Context: an optimization exercise on an open-source flow, tuned for small area, a short achievable clock period and few clock cycles. The choices shown serve that exercise and are no tape-out recipe.
Function was checked by simulation only, so behaviour that the tests miss may differ from the original.

--- flow/config.mk ---
export PLATFORM = sky130hd
export DESIGN_NAME = hsv2rgb_stream
export DESIGN_NICKNAME = hsv2rgb_stream
export VERILOG_FILES = /design/flow/design.v
export SDC_FILE = /design/flow/constraint.sdc
export NUM_CORES = 4
export LEC_CHECK = 0
export CAP_MARGIN = 5
export CORE_MARGIN = 2
export CORE_UTILIZATION = 65
export CTS_BUF_LIST = sky130_fd_sc_hd__clkbuf_4 sky130_fd_sc_hd__clkbuf_8
export PLACE_DENSITY = 0.75
export SLEW_MARGIN = 5
--- flow/constraint.sdc ---
create_clock -name core_clock -period 17.0 [get_ports {clk}]
set_input_delay 3.4000 -clock core_clock [delete_from_list [all_inputs] [get_ports {clk}]]
set_output_delay 3.4000 -clock core_clock [all_outputs]
set_load 0.01 [all_outputs]
--- flow/design.v ---
module gr_hue (
    input  wire [7:0] h,
    output reg  [7:0] a0,
    output reg  [7:0] b0,
    output reg  [1:0] grp
);
    always @(*) begin
        case (h)
            8'd0: begin a0 = 8'd255; b0 = 8'd0; end
            8'd1: begin a0 = 8'd253; b0 = 8'd2; end
            8'd2: begin a0 = 8'd250; b0 = 8'd5; end
            8'd3: begin a0 = 8'd248; b0 = 8'd7; end
            8'd4: begin a0 = 8'd245; b0 = 8'd10; end
            8'd5: begin a0 = 8'd242; b0 = 8'd13; end
            8'd6: begin a0 = 8'd240; b0 = 8'd15; end
            8'd7: begin a0 = 8'd237; b0 = 8'd18; end
            8'd8: begin a0 = 8'd234; b0 = 8'd21; end
            8'd9: begin a0 = 8'd232; b0 = 8'd23; end
            8'd10: begin a0 = 8'd229; b0 = 8'd26; end
            8'd11: begin a0 = 8'd226; b0 = 8'd29; end
            8'd12: begin a0 = 8'd224; b0 = 8'd31; end
            8'd13: begin a0 = 8'd221; b0 = 8'd34; end
            8'd14: begin a0 = 8'd218; b0 = 8'd37; end
            8'd15: begin a0 = 8'd216; b0 = 8'd39; end
            8'd16: begin a0 = 8'd213; b0 = 8'd42; end
            8'd17: begin a0 = 8'd210; b0 = 8'd45; end
            8'd18: begin a0 = 8'd208; b0 = 8'd47; end
            8'd19: begin a0 = 8'd205; b0 = 8'd50; end
            8'd20: begin a0 = 8'd202; b0 = 8'd53; end
            8'd21: begin a0 = 8'd200; b0 = 8'd55; end
            8'd22: begin a0 = 8'd197; b0 = 8'd58; end
            8'd23: begin a0 = 8'd194; b0 = 8'd61; end
            8'd24: begin a0 = 8'd192; b0 = 8'd63; end
            8'd25: begin a0 = 8'd189; b0 = 8'd66; end
            8'd26: begin a0 = 8'd186; b0 = 8'd69; end
            8'd27: begin a0 = 8'd184; b0 = 8'd71; end
            8'd28: begin a0 = 8'd181; b0 = 8'd74; end
            8'd29: begin a0 = 8'd178; b0 = 8'd77; end
            8'd30: begin a0 = 8'd176; b0 = 8'd79; end
            8'd31: begin a0 = 8'd173; b0 = 8'd82; end
            8'd32: begin a0 = 8'd171; b0 = 8'd85; end
            8'd33: begin a0 = 8'd171; b0 = 8'd87; end
            8'd34: begin a0 = 8'd171; b0 = 8'd90; end
            8'd35: begin a0 = 8'd171; b0 = 8'd92; end
            8'd36: begin a0 = 8'd171; b0 = 8'd95; end
            8'd37: begin a0 = 8'd171; b0 = 8'd98; end
            8'd38: begin a0 = 8'd171; b0 = 8'd100; end
            8'd39: begin a0 = 8'd171; b0 = 8'd103; end
            8'd40: begin a0 = 8'd171; b0 = 8'd106; end
            8'd41: begin a0 = 8'd171; b0 = 8'd108; end
            8'd42: begin a0 = 8'd171; b0 = 8'd111; end
            8'd43: begin a0 = 8'd171; b0 = 8'd114; end
            8'd44: begin a0 = 8'd171; b0 = 8'd116; end
            8'd45: begin a0 = 8'd171; b0 = 8'd119; end
            8'd46: begin a0 = 8'd171; b0 = 8'd122; end
            8'd47: begin a0 = 8'd171; b0 = 8'd124; end
            8'd48: begin a0 = 8'd171; b0 = 8'd127; end
            8'd49: begin a0 = 8'd171; b0 = 8'd130; end
            8'd50: begin a0 = 8'd171; b0 = 8'd132; end
            8'd51: begin a0 = 8'd171; b0 = 8'd135; end
            8'd52: begin a0 = 8'd171; b0 = 8'd138; end
            8'd53: begin a0 = 8'd171; b0 = 8'd140; end
            8'd54: begin a0 = 8'd171; b0 = 8'd143; end
            8'd55: begin a0 = 8'd171; b0 = 8'd146; end
            8'd56: begin a0 = 8'd171; b0 = 8'd148; end
            8'd57: begin a0 = 8'd171; b0 = 8'd151; end
            8'd58: begin a0 = 8'd171; b0 = 8'd154; end
            8'd59: begin a0 = 8'd171; b0 = 8'd156; end
            8'd60: begin a0 = 8'd171; b0 = 8'd159; end
            8'd61: begin a0 = 8'd171; b0 = 8'd162; end
            8'd62: begin a0 = 8'd171; b0 = 8'd164; end
            8'd63: begin a0 = 8'd171; b0 = 8'd167; end
            8'd64: begin a0 = 8'd171; b0 = 8'd170; end
            8'd65: begin a0 = 8'd166; b0 = 8'd172; end
            8'd66: begin a0 = 8'd161; b0 = 8'd175; end
            8'd67: begin a0 = 8'd156; b0 = 8'd177; end
            8'd68: begin a0 = 8'd150; b0 = 8'd180; end
            8'd69: begin a0 = 8'd145; b0 = 8'd183; end
            8'd70: begin a0 = 8'd140; b0 = 8'd185; end
            8'd71: begin a0 = 8'd134; b0 = 8'd188; end
            8'd72: begin a0 = 8'd129; b0 = 8'd191; end
            8'd73: begin a0 = 8'd124; b0 = 8'd193; end
            8'd74: begin a0 = 8'd118; b0 = 8'd196; end
            8'd75: begin a0 = 8'd113; b0 = 8'd199; end
            8'd76: begin a0 = 8'd108; b0 = 8'd201; end
            8'd77: begin a0 = 8'd102; b0 = 8'd204; end
            8'd78: begin a0 = 8'd97; b0 = 8'd207; end
            8'd79: begin a0 = 8'd92; b0 = 8'd209; end
            8'd80: begin a0 = 8'd86; b0 = 8'd212; end
            8'd81: begin a0 = 8'd81; b0 = 8'd215; end
            8'd82: begin a0 = 8'd76; b0 = 8'd217; end
            8'd83: begin a0 = 8'd71; b0 = 8'd220; end
            8'd84: begin a0 = 8'd65; b0 = 8'd223; end
            8'd85: begin a0 = 8'd60; b0 = 8'd225; end
            8'd86: begin a0 = 8'd55; b0 = 8'd228; end
            8'd87: begin a0 = 8'd49; b0 = 8'd231; end
            8'd88: begin a0 = 8'd44; b0 = 8'd233; end
            8'd89: begin a0 = 8'd39; b0 = 8'd236; end
            8'd90: begin a0 = 8'd33; b0 = 8'd239; end
            8'd91: begin a0 = 8'd28; b0 = 8'd241; end
            8'd92: begin a0 = 8'd23; b0 = 8'd244; end
            8'd93: begin a0 = 8'd17; b0 = 8'd247; end
            8'd94: begin a0 = 8'd12; b0 = 8'd249; end
            8'd95: begin a0 = 8'd7; b0 = 8'd252; end
            8'd96: begin a0 = 8'd255; b0 = 8'd0; end
            8'd97: begin a0 = 8'd253; b0 = 8'd2; end
            8'd98: begin a0 = 8'd250; b0 = 8'd5; end
            8'd99: begin a0 = 8'd248; b0 = 8'd7; end
            8'd100: begin a0 = 8'd245; b0 = 8'd10; end
            8'd101: begin a0 = 8'd242; b0 = 8'd13; end
            8'd102: begin a0 = 8'd240; b0 = 8'd15; end
            8'd103: begin a0 = 8'd237; b0 = 8'd18; end
            8'd104: begin a0 = 8'd234; b0 = 8'd21; end
            8'd105: begin a0 = 8'd232; b0 = 8'd23; end
            8'd106: begin a0 = 8'd229; b0 = 8'd26; end
            8'd107: begin a0 = 8'd226; b0 = 8'd29; end
            8'd108: begin a0 = 8'd224; b0 = 8'd31; end
            8'd109: begin a0 = 8'd221; b0 = 8'd34; end
            8'd110: begin a0 = 8'd218; b0 = 8'd37; end
            8'd111: begin a0 = 8'd216; b0 = 8'd39; end
            8'd112: begin a0 = 8'd213; b0 = 8'd42; end
            8'd113: begin a0 = 8'd210; b0 = 8'd45; end
            8'd114: begin a0 = 8'd208; b0 = 8'd47; end
            8'd115: begin a0 = 8'd205; b0 = 8'd50; end
            8'd116: begin a0 = 8'd202; b0 = 8'd53; end
            8'd117: begin a0 = 8'd200; b0 = 8'd55; end
            8'd118: begin a0 = 8'd197; b0 = 8'd58; end
            8'd119: begin a0 = 8'd194; b0 = 8'd61; end
            8'd120: begin a0 = 8'd192; b0 = 8'd63; end
            8'd121: begin a0 = 8'd189; b0 = 8'd66; end
            8'd122: begin a0 = 8'd186; b0 = 8'd69; end
            8'd123: begin a0 = 8'd184; b0 = 8'd71; end
            8'd124: begin a0 = 8'd181; b0 = 8'd74; end
            8'd125: begin a0 = 8'd178; b0 = 8'd77; end
            8'd126: begin a0 = 8'd176; b0 = 8'd79; end
            8'd127: begin a0 = 8'd173; b0 = 8'd82; end
            8'd128: begin a0 = 8'd171; b0 = 8'd85; end
            8'd129: begin a0 = 8'd166; b0 = 8'd90; end
            8'd130: begin a0 = 8'd161; b0 = 8'd95; end
            8'd131: begin a0 = 8'd156; b0 = 8'd100; end
            8'd132: begin a0 = 8'd150; b0 = 8'd106; end
            8'd133: begin a0 = 8'd145; b0 = 8'd111; end
            8'd134: begin a0 = 8'd140; b0 = 8'd116; end
            8'd135: begin a0 = 8'd134; b0 = 8'd122; end
            8'd136: begin a0 = 8'd129; b0 = 8'd127; end
            8'd137: begin a0 = 8'd124; b0 = 8'd132; end
            8'd138: begin a0 = 8'd118; b0 = 8'd138; end
            8'd139: begin a0 = 8'd113; b0 = 8'd143; end
            8'd140: begin a0 = 8'd108; b0 = 8'd148; end
            8'd141: begin a0 = 8'd102; b0 = 8'd154; end
            8'd142: begin a0 = 8'd97; b0 = 8'd159; end
            8'd143: begin a0 = 8'd92; b0 = 8'd164; end
            8'd144: begin a0 = 8'd86; b0 = 8'd170; end
            8'd145: begin a0 = 8'd81; b0 = 8'd175; end
            8'd146: begin a0 = 8'd76; b0 = 8'd180; end
            8'd147: begin a0 = 8'd71; b0 = 8'd185; end
            8'd148: begin a0 = 8'd65; b0 = 8'd191; end
            8'd149: begin a0 = 8'd60; b0 = 8'd196; end
            8'd150: begin a0 = 8'd55; b0 = 8'd201; end
            8'd151: begin a0 = 8'd49; b0 = 8'd207; end
            8'd152: begin a0 = 8'd44; b0 = 8'd212; end
            8'd153: begin a0 = 8'd39; b0 = 8'd217; end
            8'd154: begin a0 = 8'd33; b0 = 8'd223; end
            8'd155: begin a0 = 8'd28; b0 = 8'd228; end
            8'd156: begin a0 = 8'd23; b0 = 8'd233; end
            8'd157: begin a0 = 8'd17; b0 = 8'd239; end
            8'd158: begin a0 = 8'd12; b0 = 8'd244; end
            8'd159: begin a0 = 8'd7; b0 = 8'd249; end
            8'd160: begin a0 = 8'd0; b0 = 8'd255; end
            8'd161: begin a0 = 8'd2; b0 = 8'd253; end
            8'd162: begin a0 = 8'd5; b0 = 8'd250; end
            8'd163: begin a0 = 8'd7; b0 = 8'd248; end
            8'd164: begin a0 = 8'd10; b0 = 8'd245; end
            8'd165: begin a0 = 8'd13; b0 = 8'd242; end
            8'd166: begin a0 = 8'd15; b0 = 8'd240; end
            8'd167: begin a0 = 8'd18; b0 = 8'd237; end
            8'd168: begin a0 = 8'd21; b0 = 8'd234; end
            8'd169: begin a0 = 8'd23; b0 = 8'd232; end
            8'd170: begin a0 = 8'd26; b0 = 8'd229; end
            8'd171: begin a0 = 8'd29; b0 = 8'd226; end
            8'd172: begin a0 = 8'd31; b0 = 8'd224; end
            8'd173: begin a0 = 8'd34; b0 = 8'd221; end
            8'd174: begin a0 = 8'd37; b0 = 8'd218; end
            8'd175: begin a0 = 8'd39; b0 = 8'd216; end
            8'd176: begin a0 = 8'd42; b0 = 8'd213; end
            8'd177: begin a0 = 8'd45; b0 = 8'd210; end
            8'd178: begin a0 = 8'd47; b0 = 8'd208; end
            8'd179: begin a0 = 8'd50; b0 = 8'd205; end
            8'd180: begin a0 = 8'd53; b0 = 8'd202; end
            8'd181: begin a0 = 8'd55; b0 = 8'd200; end
            8'd182: begin a0 = 8'd58; b0 = 8'd197; end
            8'd183: begin a0 = 8'd61; b0 = 8'd194; end
            8'd184: begin a0 = 8'd63; b0 = 8'd192; end
            8'd185: begin a0 = 8'd66; b0 = 8'd189; end
            8'd186: begin a0 = 8'd69; b0 = 8'd186; end
            8'd187: begin a0 = 8'd71; b0 = 8'd184; end
            8'd188: begin a0 = 8'd74; b0 = 8'd181; end
            8'd189: begin a0 = 8'd77; b0 = 8'd178; end
            8'd190: begin a0 = 8'd79; b0 = 8'd176; end
            8'd191: begin a0 = 8'd82; b0 = 8'd173; end
            8'd192: begin a0 = 8'd85; b0 = 8'd171; end
            8'd193: begin a0 = 8'd87; b0 = 8'd169; end
            8'd194: begin a0 = 8'd90; b0 = 8'd166; end
            8'd195: begin a0 = 8'd92; b0 = 8'd164; end
            8'd196: begin a0 = 8'd95; b0 = 8'd161; end
            8'd197: begin a0 = 8'd98; b0 = 8'd158; end
            8'd198: begin a0 = 8'd100; b0 = 8'd156; end
            8'd199: begin a0 = 8'd103; b0 = 8'd153; end
            8'd200: begin a0 = 8'd106; b0 = 8'd150; end
            8'd201: begin a0 = 8'd108; b0 = 8'd148; end
            8'd202: begin a0 = 8'd111; b0 = 8'd145; end
            8'd203: begin a0 = 8'd114; b0 = 8'd142; end
            8'd204: begin a0 = 8'd116; b0 = 8'd140; end
            8'd205: begin a0 = 8'd119; b0 = 8'd137; end
            8'd206: begin a0 = 8'd122; b0 = 8'd134; end
            8'd207: begin a0 = 8'd124; b0 = 8'd132; end
            8'd208: begin a0 = 8'd127; b0 = 8'd129; end
            8'd209: begin a0 = 8'd130; b0 = 8'd126; end
            8'd210: begin a0 = 8'd132; b0 = 8'd124; end
            8'd211: begin a0 = 8'd135; b0 = 8'd121; end
            8'd212: begin a0 = 8'd138; b0 = 8'd118; end
            8'd213: begin a0 = 8'd140; b0 = 8'd116; end
            8'd214: begin a0 = 8'd143; b0 = 8'd113; end
            8'd215: begin a0 = 8'd146; b0 = 8'd110; end
            8'd216: begin a0 = 8'd148; b0 = 8'd108; end
            8'd217: begin a0 = 8'd151; b0 = 8'd105; end
            8'd218: begin a0 = 8'd154; b0 = 8'd102; end
            8'd219: begin a0 = 8'd156; b0 = 8'd100; end
            8'd220: begin a0 = 8'd159; b0 = 8'd97; end
            8'd221: begin a0 = 8'd162; b0 = 8'd94; end
            8'd222: begin a0 = 8'd164; b0 = 8'd92; end
            8'd223: begin a0 = 8'd167; b0 = 8'd89; end
            8'd224: begin a0 = 8'd170; b0 = 8'd85; end
            8'd225: begin a0 = 8'd172; b0 = 8'd83; end
            8'd226: begin a0 = 8'd175; b0 = 8'd80; end
            8'd227: begin a0 = 8'd177; b0 = 8'd78; end
            8'd228: begin a0 = 8'd180; b0 = 8'd75; end
            8'd229: begin a0 = 8'd183; b0 = 8'd72; end
            8'd230: begin a0 = 8'd185; b0 = 8'd70; end
            8'd231: begin a0 = 8'd188; b0 = 8'd67; end
            8'd232: begin a0 = 8'd191; b0 = 8'd64; end
            8'd233: begin a0 = 8'd193; b0 = 8'd62; end
            8'd234: begin a0 = 8'd196; b0 = 8'd59; end
            8'd235: begin a0 = 8'd199; b0 = 8'd56; end
            8'd236: begin a0 = 8'd201; b0 = 8'd54; end
            8'd237: begin a0 = 8'd204; b0 = 8'd51; end
            8'd238: begin a0 = 8'd207; b0 = 8'd48; end
            8'd239: begin a0 = 8'd209; b0 = 8'd46; end
            8'd240: begin a0 = 8'd212; b0 = 8'd43; end
            8'd241: begin a0 = 8'd215; b0 = 8'd40; end
            8'd242: begin a0 = 8'd217; b0 = 8'd38; end
            8'd243: begin a0 = 8'd220; b0 = 8'd35; end
            8'd244: begin a0 = 8'd223; b0 = 8'd32; end
            8'd245: begin a0 = 8'd225; b0 = 8'd30; end
            8'd246: begin a0 = 8'd228; b0 = 8'd27; end
            8'd247: begin a0 = 8'd231; b0 = 8'd24; end
            8'd248: begin a0 = 8'd233; b0 = 8'd22; end
            8'd249: begin a0 = 8'd236; b0 = 8'd19; end
            8'd250: begin a0 = 8'd239; b0 = 8'd16; end
            8'd251: begin a0 = 8'd241; b0 = 8'd14; end
            8'd252: begin a0 = 8'd244; b0 = 8'd11; end
            8'd253: begin a0 = 8'd247; b0 = 8'd8; end
            8'd254: begin a0 = 8'd249; b0 = 8'd6; end
            8'd255: begin a0 = 8'd252; b0 = 8'd3; end
            default: begin a0 = 8'd0; b0 = 8'd0; end
        endcase
        grp = (h[7:5] <= 3'd2) ? 2'd0 : (h[7:5] <= 3'd4) ? 2'd1 : 2'd2;
    end
endmodule
module gr_sat (
    input  wire [7:0] a0,
    input  wire [7:0] b0,
    input  wire [1:0] grp,
    input  wire [7:0] s,
    output reg  [7:0] r1,
    output reg  [7:0] g1,
    output reg  [7:0] b1
);
    wire s0   = (s == 8'd0);
    wire s255 = (s == 8'd255);
    wire [7:0] am, bm;
    gr_sat_mul u_a (.c(a0), .s(s), .y(am));
    gr_sat_mul u_b (.c(b0), .s(s), .y(bm));
    wire       ka = s255 && a0 == 8'd0;
    wire       kb = s255 && b0 == 8'd0;
    wire [7:0] ns = 8'd0 - s;
    wire [7:0] a1 = {am[7:1] | {7{s0}}, (am[0] & !ka) | s0};
    wire [7:0] c1 = {bm[7:1] | {7{s0}}, (bm[0] & !kb) | s0};
    wire [7:0] z1 = {ns[7:1] | {7{s0}}, (ns[0] & !s255) | s0};
    always @(*) begin
        case (grp)
            2'd0:    begin r1 = a1; g1 = c1; b1 = z1; end
            2'd1:    begin r1 = z1; g1 = a1; b1 = c1; end
            default: begin r1 = a1; g1 = z1; b1 = c1; end
        endcase
    end
endmodule
module gr_val (
    input  wire [7:0] c,
    input  wire [7:0] v,
    output wire [7:0] y
);
    wire [7:0] m;
    gr_val_mul u_m (.c(c), .v(v), .y(m));
    wire kill = (v == 8'd0) || (v == 8'd255 && c == 8'd0);
    assign y = {m[7:1], m[0] & !kill};
endmodule
module gr_sat_mul (input wire [7:0] c, input wire [7:0] s, output wire [7:0] y);
    wire t_1 = (c[0] & s[6]) ^ (c[1] & s[5]);
    wire t_2 = (c[0] & s[6]) & (c[1] & s[5]);
    wire t_3 = (c[0] & s[7]) ^ (c[1] & s[6]) ^ (c[2] & s[5]);
    wire t_4 = ((c[0] & s[7]) & (c[1] & s[6])) | ((c[0] & s[7]) & (c[2] & s[5])) | ((c[1] & s[6]) & (c[2] & s[5]));
    wire t_5 = (c[3] & s[4]) ^ (c[4] & s[3]);
    wire t_6 = (c[3] & s[4]) & (c[4] & s[3]);
    wire t_7 = (c[1] & s[7]) ^ (c[2] & s[6]) ^ (c[3] & s[5]);
    wire t_8 = ((c[1] & s[7]) & (c[2] & s[6])) | ((c[1] & s[7]) & (c[3] & s[5])) | ((c[2] & s[6]) & (c[3] & s[5]));
    wire t_9 = (c[4] & s[4]) ^ (c[5] & s[3]) ^ (c[6] & s[2]);
    wire t_10 = ((c[4] & s[4]) & (c[5] & s[3])) | ((c[4] & s[4]) & (c[6] & s[2])) | ((c[5] & s[3]) & (c[6] & s[2]));
    wire t_11 = (c[7] & s[1]) ^ (~s[0]);
    wire t_12 = (c[7] & s[1]) & (~s[0]);
    wire t_13 = (c[2] & s[7]) ^ (c[3] & s[6]) ^ (c[4] & s[5]);
    wire t_14 = ((c[2] & s[7]) & (c[3] & s[6])) | ((c[2] & s[7]) & (c[4] & s[5])) | ((c[3] & s[6]) & (c[4] & s[5]));
    wire t_15 = (c[5] & s[4]) ^ (c[6] & s[3]) ^ (c[7] & s[2]);
    wire t_16 = ((c[5] & s[4]) & (c[6] & s[3])) | ((c[5] & s[4]) & (c[7] & s[2])) | ((c[6] & s[3]) & (c[7] & s[2]));
    wire t_17 = (c[3] & s[7]) ^ (c[4] & s[6]) ^ (c[5] & s[5]);
    wire t_18 = ((c[3] & s[7]) & (c[4] & s[6])) | ((c[3] & s[7]) & (c[5] & s[5])) | ((c[4] & s[6]) & (c[5] & s[5]));
    wire t_19 = (c[0] & s[4]) ^ (c[1] & s[3]);
    wire t_20 = (c[0] & s[4]) & (c[1] & s[3]);
    wire t_21 = (c[0] & s[5]) ^ (c[1] & s[4]) ^ (c[2] & s[3]);
    wire t_22 = ((c[0] & s[5]) & (c[1] & s[4])) | ((c[0] & s[5]) & (c[2] & s[3])) | ((c[1] & s[4]) & (c[2] & s[3]));
    wire t_23 = (c[3] & s[2]) ^ (c[4] & s[1]);
    wire t_24 = (c[3] & s[2]) & (c[4] & s[1]);
    wire t_25 = t_1 ^ (c[2] & s[4]) ^ (c[3] & s[3]);
    wire t_26 = (t_1 & (c[2] & s[4])) | (t_1 & (c[3] & s[3])) | ((c[2] & s[4]) & (c[3] & s[3]));
    wire t_27 = (c[4] & s[2]) ^ (c[5] & s[1]) ^ (c[6] & s[0]);
    wire t_28 = ((c[4] & s[2]) & (c[5] & s[1])) | ((c[4] & s[2]) & (c[6] & s[0])) | ((c[5] & s[1]) & (c[6] & s[0]));
    wire t_29 = t_3 ^ t_5 ^ (c[5] & s[2]);
    wire t_30 = (t_3 & t_5) | (t_3 & (c[5] & s[2])) | (t_5 & (c[5] & s[2]));
    wire t_31 = (c[6] & s[1]) ^ (c[7] & s[0]) ^ t_2;
    wire t_32 = ((c[6] & s[1]) & (c[7] & s[0])) | ((c[6] & s[1]) & t_2) | ((c[7] & s[0]) & t_2);
    wire t_33 = t_7 ^ t_9 ^ t_11;
    wire t_34 = (t_7 & t_9) | (t_7 & t_11) | (t_9 & t_11);
    wire t_35 = 1'b1 ^ t_4 ^ t_6;
    wire t_36 = (1'b1 & t_4) | (1'b1 & t_6) | (t_4 & t_6);
    wire t_37 = t_13 ^ t_15 ^ (~s[1]);
    wire t_38 = (t_13 & t_15) | (t_13 & (~s[1])) | (t_15 & (~s[1]));
    wire t_39 = t_8 ^ t_10 ^ t_12;
    wire t_40 = (t_8 & t_10) | (t_8 & t_12) | (t_10 & t_12);
    wire t_41 = t_17 ^ (c[6] & s[4]) ^ (c[7] & s[3]);
    wire t_42 = (t_17 & (c[6] & s[4])) | (t_17 & (c[7] & s[3])) | ((c[6] & s[4]) & (c[7] & s[3]));
    wire t_43 = (~s[2]) ^ t_14 ^ t_16;
    wire t_44 = ((~s[2]) & t_14) | ((~s[2]) & t_16) | (t_14 & t_16);
    wire t_45 = (c[4] & s[7]) ^ (c[5] & s[6]) ^ (c[6] & s[5]);
    wire t_46 = ((c[4] & s[7]) & (c[5] & s[6])) | ((c[4] & s[7]) & (c[6] & s[5])) | ((c[5] & s[6]) & (c[6] & s[5]));
    wire t_47 = (c[7] & s[4]) ^ (~s[3]) ^ t_18;
    wire t_48 = ((c[7] & s[4]) & (~s[3])) | ((c[7] & s[4]) & t_18) | ((~s[3]) & t_18);
    wire t_49 = (c[5] & s[7]) ^ (c[6] & s[6]) ^ (c[7] & s[5]);
    wire t_50 = ((c[5] & s[7]) & (c[6] & s[6])) | ((c[5] & s[7]) & (c[7] & s[5])) | ((c[6] & s[6]) & (c[7] & s[5]));
    wire t_51 = (c[0] & s[3]) ^ (c[1] & s[2]);
    wire t_52 = (c[0] & s[3]) & (c[1] & s[2]);
    wire t_53 = t_19 ^ (c[2] & s[2]) ^ (c[3] & s[1]);
    wire t_54 = (t_19 & (c[2] & s[2])) | (t_19 & (c[3] & s[1])) | ((c[2] & s[2]) & (c[3] & s[1]));
    wire t_55 = t_21 ^ t_23 ^ (c[5] & s[0]);
    wire t_56 = (t_21 & t_23) | (t_21 & (c[5] & s[0])) | (t_23 & (c[5] & s[0]));
    wire t_57 = t_25 ^ t_27 ^ t_22;
    wire t_58 = (t_25 & t_27) | (t_25 & t_22) | (t_27 & t_22);
    wire t_59 = t_29 ^ t_31 ^ t_26;
    wire t_60 = (t_29 & t_31) | (t_29 & t_26) | (t_31 & t_26);
    wire t_61 = t_33 ^ t_35 ^ t_30;
    wire t_62 = (t_33 & t_35) | (t_33 & t_30) | (t_35 & t_30);
    wire t_63 = t_37 ^ t_39 ^ t_34;
    wire t_64 = (t_37 & t_39) | (t_37 & t_34) | (t_39 & t_34);
    wire t_65 = t_41 ^ t_43 ^ t_38;
    wire t_66 = (t_41 & t_43) | (t_41 & t_38) | (t_43 & t_38);
    wire t_67 = t_45 ^ t_47 ^ t_42;
    wire t_68 = (t_45 & t_47) | (t_45 & t_42) | (t_47 & t_42);
    wire t_69 = t_49 ^ (~s[4]) ^ t_46;
    wire t_70 = (t_49 & (~s[4])) | (t_49 & t_46) | ((~s[4]) & t_46);
    wire t_71 = (c[6] & s[7]) ^ (c[7] & s[6]) ^ (~s[5]);
    wire t_72 = ((c[6] & s[7]) & (c[7] & s[6])) | ((c[6] & s[7]) & (~s[5])) | ((c[7] & s[6]) & (~s[5]));
    wire t_73 = (c[0] & s[2]) ^ (c[1] & s[1]);
    wire t_74 = (c[0] & s[2]) & (c[1] & s[1]);
    wire t_75 = t_51 ^ (c[2] & s[1]) ^ (c[3] & s[0]);
    wire t_76 = (t_51 & (c[2] & s[1])) | (t_51 & (c[3] & s[0])) | ((c[2] & s[1]) & (c[3] & s[0]));
    wire t_77 = t_53 ^ (c[4] & s[0]) ^ t_52;
    wire t_78 = (t_53 & (c[4] & s[0])) | (t_53 & t_52) | ((c[4] & s[0]) & t_52);
    wire t_79 = t_55 ^ t_20 ^ t_54;
    wire t_80 = (t_55 & t_20) | (t_55 & t_54) | (t_20 & t_54);
    wire t_81 = t_57 ^ t_24 ^ t_56;
    wire t_82 = (t_57 & t_24) | (t_57 & t_56) | (t_24 & t_56);
    wire t_83 = t_59 ^ t_28 ^ t_58;
    wire t_84 = (t_59 & t_28) | (t_59 & t_58) | (t_28 & t_58);
    wire t_85 = t_61 ^ t_32 ^ t_60;
    wire t_86 = (t_61 & t_32) | (t_61 & t_60) | (t_32 & t_60);
    wire t_87 = t_63 ^ t_36 ^ t_62;
    wire t_88 = (t_63 & t_36) | (t_63 & t_62) | (t_36 & t_62);
    wire t_89 = t_65 ^ t_40 ^ t_64;
    wire t_90 = (t_65 & t_40) | (t_65 & t_64) | (t_40 & t_64);
    wire t_91 = t_67 ^ t_44 ^ t_66;
    wire t_92 = (t_67 & t_44) | (t_67 & t_66) | (t_44 & t_66);
    wire t_93 = t_69 ^ t_48 ^ t_68;
    wire t_94 = (t_69 & t_48) | (t_69 & t_68) | (t_48 & t_68);
    wire t_95 = t_71 ^ t_50 ^ t_70;
    wire t_96 = (t_71 & t_50) | (t_71 & t_70) | (t_50 & t_70);
    wire t_97 = (c[7] & s[7]) ^ (~s[6]) ^ t_72;
    wire t_98 = ((c[7] & s[7]) & (~s[6])) | ((c[7] & s[7]) & t_72) | ((~s[6]) & t_72);
    wire [15:0] t_99 = {(~s[7]), t_97, t_95, t_93, t_91, t_89, t_87, t_85, t_83, t_81, t_79, t_77, t_75, t_73, (c[0] & s[1]), (c[0] & s[0])};
    wire [15:0] t_100 = {t_98, t_96, t_94, t_92, t_90, t_88, t_86, t_84, t_82, t_80, t_78, t_76, t_74, (c[2] & s[0]), (c[1] & s[0]), 1'b0};
    wire [15:0] t_101 = t_99 + t_100;
    assign y = {t_101[15], t_101[14], t_101[13], t_101[12], t_101[11], t_101[10], t_101[9], t_101[8]};
endmodule
module gr_val_mul (input wire [7:0] c, input wire [7:0] v, output wire [7:0] y);
    wire t_1 = (c[0] & v[6]) ^ (c[1] & v[5]);
    wire t_2 = (c[0] & v[6]) & (c[1] & v[5]);
    wire t_3 = (c[0] & v[7]) ^ (c[1] & v[6]) ^ (c[2] & v[5]);
    wire t_4 = ((c[0] & v[7]) & (c[1] & v[6])) | ((c[0] & v[7]) & (c[2] & v[5])) | ((c[1] & v[6]) & (c[2] & v[5]));
    wire t_5 = (c[3] & v[4]) ^ (c[4] & v[3]);
    wire t_6 = (c[3] & v[4]) & (c[4] & v[3]);
    wire t_7 = (c[1] & v[7]) ^ (c[2] & v[6]) ^ (c[3] & v[5]);
    wire t_8 = ((c[1] & v[7]) & (c[2] & v[6])) | ((c[1] & v[7]) & (c[3] & v[5])) | ((c[2] & v[6]) & (c[3] & v[5]));
    wire t_9 = (c[4] & v[4]) ^ (c[5] & v[3]) ^ (c[6] & v[2]);
    wire t_10 = ((c[4] & v[4]) & (c[5] & v[3])) | ((c[4] & v[4]) & (c[6] & v[2])) | ((c[5] & v[3]) & (c[6] & v[2]));
    wire t_11 = (c[2] & v[7]) ^ (c[3] & v[6]) ^ (c[4] & v[5]);
    wire t_12 = ((c[2] & v[7]) & (c[3] & v[6])) | ((c[2] & v[7]) & (c[4] & v[5])) | ((c[3] & v[6]) & (c[4] & v[5]));
    wire t_13 = (c[0] & v[4]) ^ (c[1] & v[3]);
    wire t_14 = (c[0] & v[4]) & (c[1] & v[3]);
    wire t_15 = (c[0] & v[5]) ^ (c[1] & v[4]) ^ (c[2] & v[3]);
    wire t_16 = ((c[0] & v[5]) & (c[1] & v[4])) | ((c[0] & v[5]) & (c[2] & v[3])) | ((c[1] & v[4]) & (c[2] & v[3]));
    wire t_17 = (c[3] & v[2]) ^ (c[4] & v[1]);
    wire t_18 = (c[3] & v[2]) & (c[4] & v[1]);
    wire t_19 = t_1 ^ (c[2] & v[4]) ^ (c[3] & v[3]);
    wire t_20 = (t_1 & (c[2] & v[4])) | (t_1 & (c[3] & v[3])) | ((c[2] & v[4]) & (c[3] & v[3]));
    wire t_21 = (c[4] & v[2]) ^ (c[5] & v[1]) ^ (c[6] & v[0]);
    wire t_22 = ((c[4] & v[2]) & (c[5] & v[1])) | ((c[4] & v[2]) & (c[6] & v[0])) | ((c[5] & v[1]) & (c[6] & v[0]));
    wire t_23 = t_3 ^ t_5 ^ (c[5] & v[2]);
    wire t_24 = (t_3 & t_5) | (t_3 & (c[5] & v[2])) | (t_5 & (c[5] & v[2]));
    wire t_25 = (c[6] & v[1]) ^ (c[7] & v[0]) ^ t_2;
    wire t_26 = ((c[6] & v[1]) & (c[7] & v[0])) | ((c[6] & v[1]) & t_2) | ((c[7] & v[0]) & t_2);
    wire t_27 = t_7 ^ t_9 ^ (c[7] & v[1]);
    wire t_28 = (t_7 & t_9) | (t_7 & (c[7] & v[1])) | (t_9 & (c[7] & v[1]));
    wire t_29 = 1'b1 ^ t_4 ^ t_6;
    wire t_30 = (1'b1 & t_4) | (1'b1 & t_6) | (t_4 & t_6);
    wire t_31 = t_11 ^ (c[5] & v[4]) ^ (c[6] & v[3]);
    wire t_32 = (t_11 & (c[5] & v[4])) | (t_11 & (c[6] & v[3])) | ((c[5] & v[4]) & (c[6] & v[3]));
    wire t_33 = (c[7] & v[2]) ^ t_8 ^ t_10;
    wire t_34 = ((c[7] & v[2]) & t_8) | ((c[7] & v[2]) & t_10) | (t_8 & t_10);
    wire t_35 = (c[3] & v[7]) ^ (c[4] & v[6]) ^ (c[5] & v[5]);
    wire t_36 = ((c[3] & v[7]) & (c[4] & v[6])) | ((c[3] & v[7]) & (c[5] & v[5])) | ((c[4] & v[6]) & (c[5] & v[5]));
    wire t_37 = (c[6] & v[4]) ^ (c[7] & v[3]) ^ t_12;
    wire t_38 = ((c[6] & v[4]) & (c[7] & v[3])) | ((c[6] & v[4]) & t_12) | ((c[7] & v[3]) & t_12);
    wire t_39 = (c[4] & v[7]) ^ (c[5] & v[6]) ^ (c[6] & v[5]);
    wire t_40 = ((c[4] & v[7]) & (c[5] & v[6])) | ((c[4] & v[7]) & (c[6] & v[5])) | ((c[5] & v[6]) & (c[6] & v[5]));
    wire t_41 = (c[0] & v[3]) ^ (c[1] & v[2]);
    wire t_42 = (c[0] & v[3]) & (c[1] & v[2]);
    wire t_43 = t_13 ^ (c[2] & v[2]) ^ (c[3] & v[1]);
    wire t_44 = (t_13 & (c[2] & v[2])) | (t_13 & (c[3] & v[1])) | ((c[2] & v[2]) & (c[3] & v[1]));
    wire t_45 = t_15 ^ t_17 ^ (c[5] & v[0]);
    wire t_46 = (t_15 & t_17) | (t_15 & (c[5] & v[0])) | (t_17 & (c[5] & v[0]));
    wire t_47 = t_19 ^ t_21 ^ t_16;
    wire t_48 = (t_19 & t_21) | (t_19 & t_16) | (t_21 & t_16);
    wire t_49 = t_23 ^ t_25 ^ t_20;
    wire t_50 = (t_23 & t_25) | (t_23 & t_20) | (t_25 & t_20);
    wire t_51 = t_27 ^ t_29 ^ t_24;
    wire t_52 = (t_27 & t_29) | (t_27 & t_24) | (t_29 & t_24);
    wire t_53 = t_31 ^ t_33 ^ t_28;
    wire t_54 = (t_31 & t_33) | (t_31 & t_28) | (t_33 & t_28);
    wire t_55 = t_35 ^ t_37 ^ t_32;
    wire t_56 = (t_35 & t_37) | (t_35 & t_32) | (t_37 & t_32);
    wire t_57 = t_39 ^ (c[7] & v[4]) ^ t_36;
    wire t_58 = (t_39 & (c[7] & v[4])) | (t_39 & t_36) | ((c[7] & v[4]) & t_36);
    wire t_59 = (c[5] & v[7]) ^ (c[6] & v[6]) ^ (c[7] & v[5]);
    wire t_60 = ((c[5] & v[7]) & (c[6] & v[6])) | ((c[5] & v[7]) & (c[7] & v[5])) | ((c[6] & v[6]) & (c[7] & v[5]));
    wire t_61 = (c[0] & v[2]) ^ (c[1] & v[1]);
    wire t_62 = (c[0] & v[2]) & (c[1] & v[1]);
    wire t_63 = t_41 ^ (c[2] & v[1]) ^ (c[3] & v[0]);
    wire t_64 = (t_41 & (c[2] & v[1])) | (t_41 & (c[3] & v[0])) | ((c[2] & v[1]) & (c[3] & v[0]));
    wire t_65 = t_43 ^ (c[4] & v[0]) ^ t_42;
    wire t_66 = (t_43 & (c[4] & v[0])) | (t_43 & t_42) | ((c[4] & v[0]) & t_42);
    wire t_67 = t_45 ^ t_14 ^ t_44;
    wire t_68 = (t_45 & t_14) | (t_45 & t_44) | (t_14 & t_44);
    wire t_69 = t_47 ^ t_18 ^ t_46;
    wire t_70 = (t_47 & t_18) | (t_47 & t_46) | (t_18 & t_46);
    wire t_71 = t_49 ^ t_22 ^ t_48;
    wire t_72 = (t_49 & t_22) | (t_49 & t_48) | (t_22 & t_48);
    wire t_73 = t_51 ^ t_26 ^ t_50;
    wire t_74 = (t_51 & t_26) | (t_51 & t_50) | (t_26 & t_50);
    wire t_75 = t_53 ^ t_30 ^ t_52;
    wire t_76 = (t_53 & t_30) | (t_53 & t_52) | (t_30 & t_52);
    wire t_77 = t_55 ^ t_34 ^ t_54;
    wire t_78 = (t_55 & t_34) | (t_55 & t_54) | (t_34 & t_54);
    wire t_79 = t_57 ^ t_38 ^ t_56;
    wire t_80 = (t_57 & t_38) | (t_57 & t_56) | (t_38 & t_56);
    wire t_81 = t_59 ^ t_40 ^ t_58;
    wire t_82 = (t_59 & t_40) | (t_59 & t_58) | (t_40 & t_58);
    wire t_83 = (c[6] & v[7]) ^ (c[7] & v[6]) ^ t_60;
    wire t_84 = ((c[6] & v[7]) & (c[7] & v[6])) | ((c[6] & v[7]) & t_60) | ((c[7] & v[6]) & t_60);
    wire [15:0] t_85 = {1'b0, (c[7] & v[7]), t_83, t_81, t_79, t_77, t_75, t_73, t_71, t_69, t_67, t_65, t_63, t_61, (c[0] & v[1]), (c[0] & v[0])};
    wire [15:0] t_86 = {1'b0, t_84, t_82, t_80, t_78, t_76, t_74, t_72, t_70, t_68, t_66, t_64, t_62, (c[2] & v[0]), (c[1] & v[0]), 1'b0};
    wire [15:0] t_87 = t_85 + t_86;
    assign y = {t_87[15], t_87[14], t_87[13], t_87[12], t_87[11], t_87[10], t_87[9], t_87[8]};
endmodule
module hsv2rgb_stream (
    input  wire        clk,
    input  wire        rst,         
    input  wire        in_valid,
    output wire        in_ready,
    input  wire [23:0] in_hsv,      
    output reg         out_valid,
    input  wire        out_ready,
    output wire [31:0] out_rgba     
);
    reg sk_valid;
    wire en = !sk_valid;
    assign in_ready = en;
    wire [7:0] a0, b0;
    wire [1:0] grp;
    gr_hue u_hue (.h(in_hsv[23:16]), .a0(a0), .b0(b0), .grp(grp));
    reg        v1;
    reg [7:0]  a0_q, b0_q, s_q, v1_q;
    reg [1:0]  grp_q;
    always @(posedge clk) begin
        if (rst)
            v1 <= 1'b0;
        else if (en)
            v1 <= in_valid;
        if (en) begin
            a0_q <= a0; b0_q <= b0; grp_q <= grp;
            s_q  <= in_hsv[15:8]; v1_q <= in_hsv[7:0];
        end
    end
    wire [7:0] r1, g1, b1;
    gr_sat u_sat (.a0(a0_q), .b0(b0_q), .grp(grp_q), .s(s_q), .r1(r1), .g1(g1), .b1(b1));
    reg        v2;
    reg [7:0]  r1_q, g1_q, b1_q, v2_q;
    always @(posedge clk) begin
        if (rst)
            v2 <= 1'b0;
        else if (en)
            v2 <= v1;
        if (en) begin
            r1_q <= r1; g1_q <= g1; b1_q <= b1; v2_q <= v1_q;
        end
    end
    wire [23:0] rgb;
    gr_val u_val_r (.c(r1_q), .v(v2_q), .y(rgb[23:16]));
    gr_val u_val_g (.c(g1_q), .v(v2_q), .y(rgb[15:8]));
    gr_val u_val_b (.c(b1_q), .v(v2_q), .y(rgb[7:0]));
    wire push     = v2 && en;                   
    wire out_free = !out_valid || out_ready;    
    reg  [23:0] sk_rgb, out_rgb;
    always @(posedge clk) begin
        if (rst) begin
            out_valid <= 1'b0;
            sk_valid  <= 1'b0;
        end else begin
            if (out_free)
                out_valid <= sk_valid || push;
            sk_valid <= sk_valid ? !out_free : (push && !out_free);
        end
        if (out_free)
            out_rgb <= sk_valid ? sk_rgb : rgb;
        if (!sk_valid)
            sk_rgb <= rgb;
    end
    assign out_rgba = {out_rgb, 8'hFF};
endmodule
--- flow/flow/run.sh ---
#!/bin/bash
# The standard layout, with: port buffers made of buf_2 cells; clock tree from
# clkbuf_4/clkbuf_8 with larger sink clusters and no dummy loads; repair_timing
# aiming for 11.7 ns of setup slack (at the design's clock period and constraints).
set -euo pipefail
bash standard.sh \
  "BUFFER_PORTS_ARGS=-buffer_cell sky130_fd_sc_hd__buf_2" \
  "CTS_ARGS=-sink_clustering_enable -repair_clock_nets -buf_list {sky130_fd_sc_hd__clkbuf_4 sky130_fd_sc_hd__clkbuf_8} -sink_clustering_size 30 -sink_clustering_max_diameter 80 -dont_use_dummy_load" \
  SETUP_SLACK_MARGIN=11.7 finish > standard_flow.log 2>&1
--- flow/standard.sh ---
#!/bin/bash
# synth_recipe.tcl (not shown) runs the flow's synth.tcl, then flattens the netlist and writes it again
# the make line also repeats each setting of config.mk as NAME=value (left out here)
make -C /OpenROAD-flow-scripts/flow DESIGN_CONFIG=/design/flow/config.mk WORK_HOME=/design/flow/orfs CLKGATE_MAP_FILE= SYNTH_SCRIPT=/design/flow/synth_recipe.tcl "${@:-finish}"
==> results of run 1 <==
-- metal layers --
metal / share of wire [%] / wire length [µm] / GRT usage (%) / vias to the layer above
li1: - / - / - / 5641
met1: 41 / 14500 / 36.0 / 5847
met2: 50 / 17700 / 50.9 / 341
met3: 5.0 / 1740 / 5.15 / 78
met4: 3.3 / 1160 / 12.9 / 0
met5: 0 / 0 / 0 / -
-- cell usage after synthesis, types with 13 or more instances --
master / n
sky130_fd_sc_hd__a21oi_1: 65
sky130_fd_sc_hd__a31oi_1: 13
sky130_fd_sc_hd__and2_1: 194
sky130_fd_sc_hd__buf_4: 13
sky130_fd_sc_hd__clkbuf_1: 67
sky130_fd_sc_hd__dfxtp_1: 28
sky130_fd_sc_hd__edfxtp_1: 90
sky130_fd_sc_hd__fa_1: 187
sky130_fd_sc_hd__ha_1: 112
sky130_fd_sc_hd__inv_1: 237
sky130_fd_sc_hd__mux2i_1: 20
sky130_fd_sc_hd__nand2_1: 209
sky130_fd_sc_hd__nand2b_1: 15
sky130_fd_sc_hd__nand3_1: 19
sky130_fd_sc_hd__nor2_1: 59
sky130_fd_sc_hd__nor2b_1: 13
sky130_fd_sc_hd__nor3_1: 20
sky130_fd_sc_hd__nor4_1: 14
sky130_fd_sc_hd__o211ai_1: 16
sky130_fd_sc_hd__o21a_1: 13
sky130_fd_sc_hd__o21ai_0: 62
sky130_fd_sc_hd__xnor2_1: 16
sky130_fd_sc_hd__xor2_1: 14
-- registers in the layout, summed over array words and instances (netlist names) --
register	flops
out_rgb	24
sk_rgb	24
a0_q	8
b0_q	8
b1_q	8
g1_q	8
r1_q	8
s_q	8
v1_q	8
v2_q	8
grp_q	2
out_valid	1
sk_valid	1
v1	1
v2	1
-- layout make-up --
| type | count | area share [%] |
|---|---|---|
| Timing Repair Buffer | 107 | 4.35 |
| Clock buffer | 17 | 1.43 |
| Sequential cell | 118 | 19.9 |
| Tap cell | 319 | 2.44 |
| Inverter | 238 | 5.50 |
| Multi-Input combinational cell | 1249 | 66.3 |
| Timing Repair inverter | 1 | 0.0305 |
-- final timing paths --
path	slack [ps]	startpoint	end	depth (start not counted)
worst max register to register	11880	b0_q[1]$_DFFE_PN_	g1_q[4]$_DFFE_PN_	15
worst min register to register	410	v1_q[6]$_DFFE_PN_	v2_q[6]$_DFFE_PN_	0
worst max-delay path	11800	in_hsv[17]	b0_q[3]$_DFFE_PN_	9
worst min-delay path	410	v1_q[6]$_DFFE_PN_	v2_q[6]$_DFFE_PN_	0
-- stage by stage --
stage / util, %
final: 70.0
after global routing: 70.0
after CTS: 68.6
after detailed placement: 67.1
after global placement: 67.1
after floorplan: -
-- logic make-up after synthesis --
kind of cell	after synthesis	share of synthesized area (%)
compound gates	281	12.1
buf+inv	339	8.96
fa+ha+maj	299	33.3
simple gates	596	19.8
other cells	1	0.0243
xor+xnor	31	1.81
flops	118	21.1
mux	34	2.87
-- worst max-delay path: cells and delay by family --
kind	cells	cell delay (ps)
multiplexers	1	470
adder cells (fa/ha/maj)	1	300
AO/OA/AOI/OAI	3	340
AND/OR/NAND/NOR	2	560
buffers and inverters	2	330
-- what timing repair did --
item,CTS,global route
cloned,1,0
endpoints found under the setup margin,28,25
setup buffers,11,36
resized for setup,7,10
pin swaps,1,2
==> impl_summary.txt, run 1 <==
----------------------------------------------------
[Clocking]
  Clock H-tree levels ... 4
  Number of buffers created by CTS ... 17
  Maximum buffer depth of the clock tree ... 2
  Clock-pin slew of the registers on the worst-case setup and hold paths ... 70 ps
  Total clock sinks ... approximately 120
  Root buffer cell ... sky130_fd_sc_hd__clkbuf_8
  CTS tree ... done
  Total of hold buffers inserted after clock tree synthesis ... 0
  Worst-skew pair later-pin latency ... approximately 480 ps

[STA]
  Largest clock skew in the final design ... 39.5 ps
  Total setup violations reported at the end of the flow ... 0
  Shortest clock period the worst path allows after layout ... ~5200 ps
  Worst-case headroom to the max-slew limit ... 42.8%
  Worst setup slack after layout ... around 12000 ps
  Hold Violations, Final ... 0
  Slew at the pin closest to its max-slew limit ... approximately 860 ps
  Setup TNS ... 0 ps
  Final number of max-transition violations ... 0
  Max Clock Freq ... 0.192 GHz
  Unrepaired setup endpoints after global routing ... false
  Worst hold margin ... ~410 ps
  Final cycle utilization of the critical path ... roughly 31%

[Global route]
  Initial antenna violation count ... 0
  Total GRT Usage ... about 30%
  GRT overflow ... 0
  Maximum number of pins on one net before global-route repair ... 66
  Via count of the first global-routing pass ... ~12000
  First-pass GRT wire length ... around 57000 µm

[Cells and area]
  Fillers ... 1886
  FF/Latch Area ... approximately 0.0033 mm²
  # nets final ... between 2000 and 2500
  Most common library cell in the layout ignoring fill and taps ... sky130_fd_sc_hd__inv_1
  Relative area change from synthesis to final layout ... 6.16%
  Final design area excluding fillers ... 0.0164 mm²
  Commonest non-fill, non-tap cells in the layout ... sky130_fd_sc_hd__inv_1 (234), sky130_fd_sc_hd__nand2_1 (209), sky130_fd_sc_hd__and2_1 (194)
  ANT cells ... 0
  Share of layout cells above drive strength 1 ... roughly 10%
  Non-filler cells in the finished layout ... ~2000
  Multi-input gate area in the final layout ... 0.0109 mm²

[Floorplan]
  Count of pins on the block boundary ... between 60 and 70
  Overall die width ... around 160 µm
  Die footprint ... approximately 0.025 mm²
  Initial core utilization ... between 60% and 70%
  Row count ... between 50 and 60
  Core Area ... 0.0234 mm²
  DIE HEIGHT ... around 160 µm

[Synthesis]
  Count of mapped cells out of synthesis ... roughly 1700
  Proportion of register bits with asynchronous set or reset after synthesis ... 0%
  Most instantiated flip-flop cell in the synthesis netlist ... sky130_fd_sc_hd__edfxtp_1
  Cell accounting for the most synthesized area ... sky130_fd_sc_hd__fa_1
  Sequential element share of the synthesized area ... between 20% and 30%
  Total of flip-flops plus latches after synthesis ... roughly 120
  Top cell type's share of synthesized area ... 24.3%
  Total number of yosys warnings ... 3
  Number of library cell types mapped by synthesis ... between 80 and 90
  Post-Syn Area ... approximately 0.015 mm²
  Top post-synthesis cells by area ... sky130_fd_sc_hd__fa_1 (24%), sky130_fd_sc_hd__edfxtp_1 (18%), sky130_fd_sc_hd__ha_1 (9.1%)
  Number of enable flip-flop cells after synthesis ... 90
  Avg Cell Area, Syn ... 9.08 µm²

[Setup path]
  Critical Path Max Stage Delay ... between 400 and 500 ps
  Worst setup SP type ... input port
  Critical Path Sink Type ... flop
  Required time worst endpoint ... 17200 ps
  Startpoint-to-endpoint class of the critical path ... in2reg
  Critical path peak fanout ... 8
  Data arrival time of the critical path ... ~5400 ps
  Cell with the largest stage delay on the worst path ... sky130_fd_sc_hd__mux4_2
  Ordered cell list for the critical path ... buf_4 -> clkinvlp_4 -> ha_4 -> or4_4 -> o21ai_1 -> a221o_2 -> or2b_1 -> o21ai_0 -> mux4_2

[Detailed routing]
  Starting DRC count in detailed routing ... slightly below 900
  Total wirelength of the detailed-routed design ... 35200 µm
  DRC errors left ... 0
  DR vias ... 11900
  Detail-routed via count per cell ... slightly below 6
  Post-detailed-route count of antenna-violating nets ... 0
  First-pass iteration count of the detailed router ... 5
  Drt wl/cell ... between 15 and 20 µm

[Placed design]
  Minimum setup slack after placement ... 10970 ps
  Final GP Congestion ... 0.916
  Buffers on Ports ... between 50 and 60
  Total cell area at the placement stage ... 0.0157 mm²
  Hpwl dp ... about 25000 µm
  # placed instances ... approximately 2000

[Outcome]
  Result of the run ... complete, no violations

[Hold path]
  Worst min-delay path category ... reg2reg

[Job]
  Max capacitance violation total ... 0

----------------------------------------------------
Testbench counts, summed over its fixed seeds: cycles 32,024.
==> run 2, diff against run 1 <==
--- a/flow/config.mk
+++ b/flow/config.mk
@@ -12,2 +12,3 @@
 export PLACE_DENSITY = 0.75
 export SLEW_MARGIN = 5
+export TNS_END_PERCENT = 0
==> impl_summary.txt, run 2 <==
----------------------------------------------------
[Job]
  Max capacitance violation total ... 0 (unchanged)

[Placed design]
  Total cell area at the placement stage ... 0.0157 mm² (about the same)
  Hpwl dp ... 25300 µm (+0.81%)
  Final GP Congestion ... 0.891 (-2.8%)
  Minimum setup slack after placement ... 10950 ps (-17.6 ps)
  Buffers on Ports ... 53 (unchanged)

[Synthesis]
  Sequential element share of the synthesized area ... 21.1% (unchanged)
  Most instantiated flip-flop cell in the synthesis netlist ... sky130_fd_sc_hd__edfxtp_1
  Number of enable flip-flop cells after synthesis ... 90 (unchanged)
  Top cell type's share of synthesized area ... 24.3% (unchanged)
  Top post-synthesis cells by area ... sky130_fd_sc_hd__fa_1 (24%), sky130_fd_sc_hd__edfxtp_1 (18%), sky130_fd_sc_hd__ha_1 (9.1%)
  Total number of yosys warnings ... 3 (unchanged)
  Avg Cell Area, Syn ... 9.08 µm² (unchanged)
  Share of synthesized cell area in full adder, half adder and majority cells ... 33.3% (unchanged)
  Share of synthesized area spent on multiplexers ... 2.87% (unchanged)
  Dominant combinational cell family by area after synthesis ... adder cells
  Top cells by instance count after synthesis ... sky130_fd_sc_hd__inv_1 (237), sky130_fd_sc_hd__nand2_1 (209), sky130_fd_sc_hd__and2_1 (194)
  Area fraction in compound gates after synthesis ... 12.1% (unchanged)
  Area share of xor/xnor cells in the synthesized design ... 1.81% (unchanged)
  Total of flip-flops plus latches after synthesis ... 118 (unchanged)
  Proportion of register bits with asynchronous set or reset after synthesis ... 0% (unchanged)
  Count of mapped cells out of synthesis ... 1699 (unchanged)
  Post-Syn Area ... 0.0154 mm² (unchanged)
  Library cell with the highest instance count after synthesis ... sky130_fd_sc_hd__inv_1
  Cell accounting for the most synthesized area ... sky130_fd_sc_hd__fa_1
  Share of synthesized cell area in and, or, nand and nor gates ... 19.8% (unchanged)
  Number of library cell types mapped by synthesis ... 89 (unchanged)

[Setup path]
  Ordered cell list for the critical path ... buf_2 -> clkinvlp_4 -> or2b_1 -> o21ai_0 -> mux4_2
  Cell with the largest stage delay on the worst path ... sky130_fd_sc_hd__clkinvlp_4
  Worst setup SP type ... input port
  Required time worst endpoint ... 17190 ps (about the same)
  Startpoint-to-endpoint class of the critical path ... in2reg
  Kind of cell with the highest combined delay on the critical path ... buffers and inverters
  Critical path peak fanout ... 38 (+30)
  Number of stages on the worst setup path ... 5 (-4)
  Buffering stage count on the worst path with inverters included ... 2 (unchanged)
  Data arrival time of the critical path ... 5410 ps (about the same)
  Number of cells traversed by the worst register-to-register path ... 16 (+1)
  Critical Path Max Stage Delay ... 560 ps (+90 ps)
  Critical Path Sink Type ... flop

[Detailed routing]
  Drt wl/cell ... 17.4 µm (+1.7%)
  DRC errors left ... 0 (unchanged)
  Total wirelength of the detailed-routed design ... 35600 µm (+1.2%)
  DR vias ... 11900 (-0.32%)
  Post-detailed-route count of antenna-violating nets ... 0 (unchanged)
  First-pass iteration count of the detailed router ... 6 (+1)
  Detail-routed via count per cell ... 5.82 (+0.22%)
  Starting DRC count in detailed routing ... 865 (-0.80%)

[STA]
  Largest clock skew in the final design ... 50.1 ps (+10.6 ps)
  Slew at the pin closest to its max-slew limit ... 796 ps (-63.1 ps)
  Final cycle utilization of the critical path ... 30.7% (+0.14 points)
  Hold Violations, Final ... 0 (unchanged)
  Worst hold margin ... 410 ps (+2.15 ps)
  Max Clock Freq ... 0.191 GHz (-0.45%)
  Final number of max-transition violations ... 0 (unchanged)
  Unrepaired setup endpoints after global routing ... true
  Worst-case headroom to the max-slew limit ... 47.0% (+4.2 points)
  Worst setup slack after layout ... 11770 ps (-23.4 ps)
  Setup TNS ... 0 ps (unchanged)
  Total setup violations reported at the end of the flow ... 0 (unchanged)
  Shortest clock period the worst path allows after layout ... 5230 ps (+23.4 ps)

[Cells and area]
  Most common library cell in the layout ignoring fill and taps ... sky130_fd_sc_hd__inv_1
  Share of layout cells above drive strength 1 ... 9.60% (-0.63 points)
  Final design area excluding fillers ... 0.0163 mm² (-0.68%)
  Commonest non-fill, non-tap cells in the layout ... sky130_fd_sc_hd__inv_1 (233), sky130_fd_sc_hd__nand2_1 (209), sky130_fd_sc_hd__and2_1 (194)
  Regs by FF count ... out_rgb x24, sk_rgb x24
  ANT cells ... 0 (unchanged)
  Fillers ... 1933 (+2.5%)
  # nets final ... 2048 (-0.53%)
  Relative area change from synthesis to final layout ... 5.44%

[Clocking]
  Clock-pin slew of the registers on the worst-case setup and hold paths ... 70 ps (about the same)
  Clock H-tree levels ... 4 (unchanged)
  Number of buffers created by CTS ... 17 (unchanged)
  Total clock sinks ... 118 (unchanged)
  Maximum buffer depth of the clock tree ... 2 (unchanged)
  Root buffer cell ... sky130_fd_sc_hd__clkbuf_8
  CTS tree ... done
  Worst-skew pair later-pin latency ... 480 ps (about the same)

[Global route]
  GRT overflow ... 0 (unchanged)
  Maximum number of pins on one net before global-route repair ... 66 (unchanged)
  Via count of the first global-routing pass ... 11800 (-1.6%)
  First-pass GRT wire length ... 57800 µm (+0.54%)
  Total GRT Usage ... 29.6% (+0.25 points)
  Initial antenna violation count ... 0 (unchanged)

[Floorplan]
  Die footprint ... 0.0250 mm² (unchanged)
  DIE HEIGHT ... 158 µm (unchanged)
  Overall die width ... 158 µm (unchanged)
  Core Area ... 0.0234 mm² (unchanged)
  Count of pins on the block boundary ... 62 (unchanged)
  Initial core utilization ... 65.9% (unchanged)
  Row count ... 56 (unchanged)

[Hold path]
  Worst min-delay path category ... reg2reg
  Count of cells along the worst hold path ... 0 (unchanged)

[Outcome]
  Result of the run ... complete, no violations

----------------------------------------------------
[run 2: layout make-up]
cell class	count	area [µm²]	area share [%]
Timing Repair inverter	1	5.00	0.0308
Clock buffer	17	234	1.44
Inverter	238	900	5.53
Timing Repair Buffer	96	607	3.73
Tap cell	319	399	2.45
Sequential cell	118	3260	20.1
Multi-Input combinational cell	1249	10900	66.8
[run 2: metrics by stage]
| stage | utilization [%] | instances |
|---|---|---|
| 6_report | 69.5 | 2038 |
| 5_1_grt | 69.5 | 2038 |
| 4_1_cts | 68.3 | 2007 |
| 3_5_place_dp | 67.1 | 1985 |
| 3_3_place_gp | 67.1 | 1985 |
| 2_1_floorplan | - | 1706 |
[run 2: worst paths after layout]
path                           from           endpoint  slack, ps
setup reg to reg   s_q[7]$_DFFE_PN_  g1_q[7]$_DFFE_PN_      11880
setup / recovery         in_hsv[21]  b0_q[3]$_DFFE_PN_      11770
hold reg to reg   v1_q[1]$_DFFE_PN_  v2_q[1]$_DFFE_PN_        410
hold / removal    v1_q[1]$_DFFE_PN_  v2_q[1]$_DFFE_PN_        410
[run 2: worst reg2reg max path, cell delays in order (launching register included)]
cell and delay (ps):
sky130_fd_sc_hd__edfxtp_1 520, sky130_fd_sc_hd__buf_4 230, sky130_fd_sc_hd__and2_1 160, sky130_fd_sc_hd__fa_1 540, sky130_fd_sc_hd__fa_1 570, sky130_fd_sc_hd__inv_1 70, sky130_fd_sc_hd__fa_1 550, sky130_fd_sc_hd__inv_1 60
sky130_fd_sc_hd__fa_1 450, sky130_fd_sc_hd__ha_1 380, sky130_fd_sc_hd__nand2_1 110, sky130_fd_sc_hd__a211oi_2 260, sky130_fd_sc_hd__a21oi_2 160, sky130_fd_sc_hd__o211ai_1 230, sky130_fd_sc_hd__and3_1 180, sky130_fd_sc_hd__o21ai_1 100
sky130_fd_sc_hd__o221a_1 310
[run 2: kinds of logic (layout without fill, tap and decap cells)]
family                   Yosys count  count (layout)
other                              1               8
multiplexers                      34              34
buffers and inverters            339             352
AO/OA/AOI/OAI                    281             281
flip-flops                       118             118
XOR/XNOR                          31              31
AND/OR/NAND/NOR                  596             596
adder cells (fa/ha/maj)          299             299
[run 2: metal layers]
metal,wire length [µm],GRT usage [%],up-vias
met2,18000,51.8,337
li1,-,-,5611
met5,0,0,-
met3,1830,4.52,67
met1,14700,37.1,5854
met4,977,11.1,0
[run 2: repair_timing]
action                                  CTS  global route
cloned                                    0             1
endpoints found under the setup margin   18            53
hold buffers                              0             0
setup buffers                             5            30
pin swaps                                 1             1
resized for setup                         4            13
==> run 3, diff against run 2 <==
==> flow/flow/run.sh (replaced) <==
#!/bin/bash
# The standard layout, with: port buffers made of buf_2 cells; clock tree from
# clkbuf_4/clkbuf_8 with larger sink clusters and no dummy loads; repair_timing
# aiming for 12.0 ns of setup slack (at the design's clock period and constraints).
set -euo pipefail
bash standard.sh \
  "BUFFER_PORTS_ARGS=-buffer_cell sky130_fd_sc_hd__buf_2" \
  "CTS_ARGS=-sink_clustering_enable -repair_clock_nets -buf_list {sky130_fd_sc_hd__clkbuf_4 sky130_fd_sc_hd__clkbuf_8} -sink_clustering_size 30 -sink_clustering_max_diameter 80 -dont_use_dummy_load" \
  SETUP_SLACK_MARGIN=12.0 finish > standard_flow.log 2>&1
==> impl_summary.txt, run 3 <==
----------------------------------------------------
[Global route]
  Total GRT Usage ... 29.8% (+0.24 points)
  GRT overflow ... 0 (unchanged)
  First-pass GRT wire length ... 58500 µm (+1.3%)
  Initial antenna violation count ... 0 (unchanged)
  Maximum number of pins on one net before global-route repair ... 66 (unchanged)

[STA]
  Hold Violations, Final ... 0 (unchanged)
  Total setup violations reported at the end of the flow ... 0 (unchanged)
  Largest clock skew in the final design ... 40.0 ps (-10.1 ps)
  Max Clock Freq ... 0.195 GHz (+1.9%)
  Worst-case headroom to the max-slew limit ... 44.8% (-2.2 points)
  Worst hold margin ... 403 ps (-7.23 ps)
  Slew at the pin closest to its max-slew limit ... 829 ps (+33.0 ps)
  Final cycle utilization of the critical path ... 30.2% (-0.58 points)
  Unrepaired setup endpoints after global routing ... true
  Worst setup slack after layout ... 11870 ps (+98.6 ps)

[Setup path]
  Worst setup SP type ... input port
  Critical Path Sink Type ... flop
  Start point of the critical path ... in_hsv[17]
  Startpoint-to-endpoint class of the critical path ... in2reg
  Data arrival time of the critical path ... 5310 ps (-100 ps)
  Critical path peak fanout ... 6 (-84%)
  Required time worst endpoint ... 17180 ps (about the same)
  Worst setup slack for register-to-register paths ... 11970 ps (+90 ps)
  Number of cells traversed by the worst register-to-register path ... 16 (unchanged)
  Capture point of the worst reg-to-reg path ... g1_q[4]$_DFFE_PN_
  Reg2reg start ... s_q[7]$_DFFE_PN_

[Floorplan]
  Row count ... 56 (unchanged)
  DIE HEIGHT ... 158 µm (unchanged)
  Count of pins on the block boundary ... 62 (unchanged)
  Initial core utilization ... 65.9% (unchanged)
  Core Area ... 0.0234 mm² (unchanged)

[Cells and area]
  Most common library cell in the layout ignoring fill and taps ... sky130_fd_sc_hd__inv_1
  Regs by FF count ... out_rgb x24, sk_rgb x24
  Commonest non-fill, non-tap cells in the layout ... sky130_fd_sc_hd__inv_1 (233), sky130_fd_sc_hd__nand2_1 (209), sky130_fd_sc_hd__and2_1 (193)
  Relative area change from synthesis to final layout ... 7.28%
  # nets final ... 2065 (+0.83%)
  Fillers ... 1899 (-1.8%)
  ANT cells ... 0 (unchanged)

[Synthesis]
  Proportion of register bits with asynchronous set or reset after synthesis ... 0% (unchanged)
  Number of library cell types mapped by synthesis ... 89 (unchanged)
  Sequential element share of the synthesized area ... 21.1% (unchanged)
  Avg Cell Area, Syn ... 9.08 µm² (unchanged)
  Number of enable flip-flop cells after synthesis ... 90 (unchanged)
  Top post-synthesis cells by area ... sky130_fd_sc_hd__fa_1 (24%), sky130_fd_sc_hd__edfxtp_1 (18%), sky130_fd_sc_hd__ha_1 (9.1%)
  Top cells by instance count after synthesis ... sky130_fd_sc_hd__inv_1 (237), sky130_fd_sc_hd__nand2_1 (209), sky130_fd_sc_hd__and2_1 (194)
  Library cell with the highest instance count after synthesis ... sky130_fd_sc_hd__inv_1

[Outcome]
  Result of the run ... complete, no violations

[Detailed routing]
  Starting DRC count in detailed routing ... 791 (-8.6%)
  First-pass iteration count of the detailed router ... 5 (-1)
  DRC errors left ... 0 (unchanged)
  Post-detailed-route count of antenna-violating nets ... 0 (unchanged)
  Detail-routed via count per cell ... 5.81 (-0.17%)
  Drt wl/cell ... 17.3 µm (-0.89%)

[Clocking]
  CTS tree ... done
  Root buffer cell ... sky130_fd_sc_hd__clkbuf_8
  Maximum buffer depth of the clock tree ... 2 (unchanged)
  Clock-pin slew of the registers on the worst-case setup and hold paths ... 90 ps (+20 ps)
  Number of buffers created by CTS ... 17 (unchanged)
  Total clock sinks ... 118 (unchanged)

[Placed design]
  Minimum setup slack after placement ... 10990 ps (+38.9 ps)
  Total cell area at the placement stage ... 0.0157 mm² (about the same)
  Buffers on Ports ... 53 (unchanged)
  Final GP Congestion ... 0.922 (+3.5%)

[Hold path]
  Worst min-delay path category ... reg2reg

[Job]
  Max capacitance violation total ... 0 (unchanged)

----------------------------------------------------
[run 3: cell counts after synthesis]
No cell type changed its count.
[run 3: cell type report]
type / instances / area [µm²] / area share, %
flip-flops and latches: 118 / 3260 / 19.7
repair inverters: 1 / 5.00 / 0.0302
repair buffers: 113 / 807 / 4.87
well taps: 319 / 399 / 2.41
inverters: 238 / 905 / 5.46
clock buffers: 17 / 234 / 1.41
multi-input cells: 1249 / 10900 / 66.1
[run 3: stage by stage]
| step | utilization, % | instances |
|---|---|---|
| finish | 70.7 | 2055 |
| global route | 70.7 | 2055 |
| CTS | 69.3 | 2030 |
| detailed placement | 67.1 | 1984 |
| global placement | 67.1 | 1984 |
| floorplan | - | 1706 |
[run 3: repair_timing]
| action | in CTS | in global routing |
|---|---|---|
| resized for setup | 12 | 34 |
| endpoints found under the setup margin | 57 | 57 |
| cloned | 1 | 0 |
| setup buffers | 28 | 25 |
| hold endpoints to repair | 0 | 0 |
| hold buffers | 0 | 0 |
| pin swaps | 1 | 7 |
[run 3: kinds of logic (layout without fill, tap and decap cells)]
kind of cell	count (synthesis)	after routing	synth area share [%]
simple gates	596	596	19.8
buf+inv	339	369	8.96
fa+ha+maj	299	299	33.3
compound gates	281	281	12.1
flops	118	118	21.1
mux	34	34	2.87
xor+xnor	31	31	1.81
other cells	1	8	0.0243
[run 3: how the worst min path moves through the flow]
stage,startpoint,to,slack (ps),depth (start not counted)
2_1_floorplan,v1_q[0]$_DFFE_PN_,v2_q[0]$_DFFE_PN_,400,0
3_3_place_gp,v1_q[4]$_DFFE_PN_,v2_q[4]$_DFFE_PN_,400,0
3_5_place_dp,v1_q[1]$_DFFE_PN_,v2_q[1]$_DFFE_PN_,400,0
4_1_cts,v1_q[1]$_DFFE_PN_,v2_q[1]$_DFFE_PN_,400,0
5_1_grt,v1_q[1]$_DFFE_PN_,v2_q[1]$_DFFE_PN_,410,0
6_report,v1_q[1]$_DFFE_PN_,v2_q[1]$_DFFE_PN_,400,0
[run 3: metal layers]
metal	vias up	part of all wire, %	global-route usage [%]
met5	-	0	0
met4	0	2.4	10.3
met3	55	5.2	4.05
met2	334	50	52.5
met1	5905	42	37.9
li1	5654	-	-
[run 3: worst max-delay path, cell delays in order]
cell	delay [ps]
sky130_fd_sc_hd__buf_12	80
sky130_fd_sc_hd__clkinvlp_4	150
sky130_fd_sc_hd__ha_4	310
sky130_fd_sc_hd__or4_4	410
sky130_fd_sc_hd__o21ai_1	110
sky130_fd_sc_hd__a221o_2	160
sky130_fd_sc_hd__or2b_1	140
sky130_fd_sc_hd__o21ai_0	80
sky130_fd_sc_hd__mux4_2	460

==> afterwards: timing with drivers on the ports <==
The results above use ideal ports. As a check the final layouts listed here were re-extracted and re-timed, cells and wires unchanged.
Step 1 assumes that a clkbuf_16 drives the clock port and a buf_2 every other input.
Step 2, shift: input delay + t, output delay - t, t = (earliest + latest rising clock arrival at the registers) / 2. This alone moves slack from input paths to output paths.
Slacks: no drivers / after step 1 / after step 2; pairs: no drivers / after step 1.
run	t (ns)	setup slack, ns	latest minus earliest clock arrival (ns)	slew at the worst register clock pin (ns)	cell pins on the clock port's net
run 1	0.503	11.798 / 11.820 / 11.317	0.039 / 0.040	0.09 / 0.09	1
run 2	0.499	11.775 / 11.796 / 11.297	0.050 / 0.051	0.10 / 0.10	1
run 3	0.478	11.874 / 11.857 / 11.379	0.043 / 0.042	0.09 / 0.09	1
After both steps setup and hold are still met in every run listed. For run 3, which loses most, drivers alone change the setup slack by -0.017 ns; drivers and shift together by -0.495 ns.
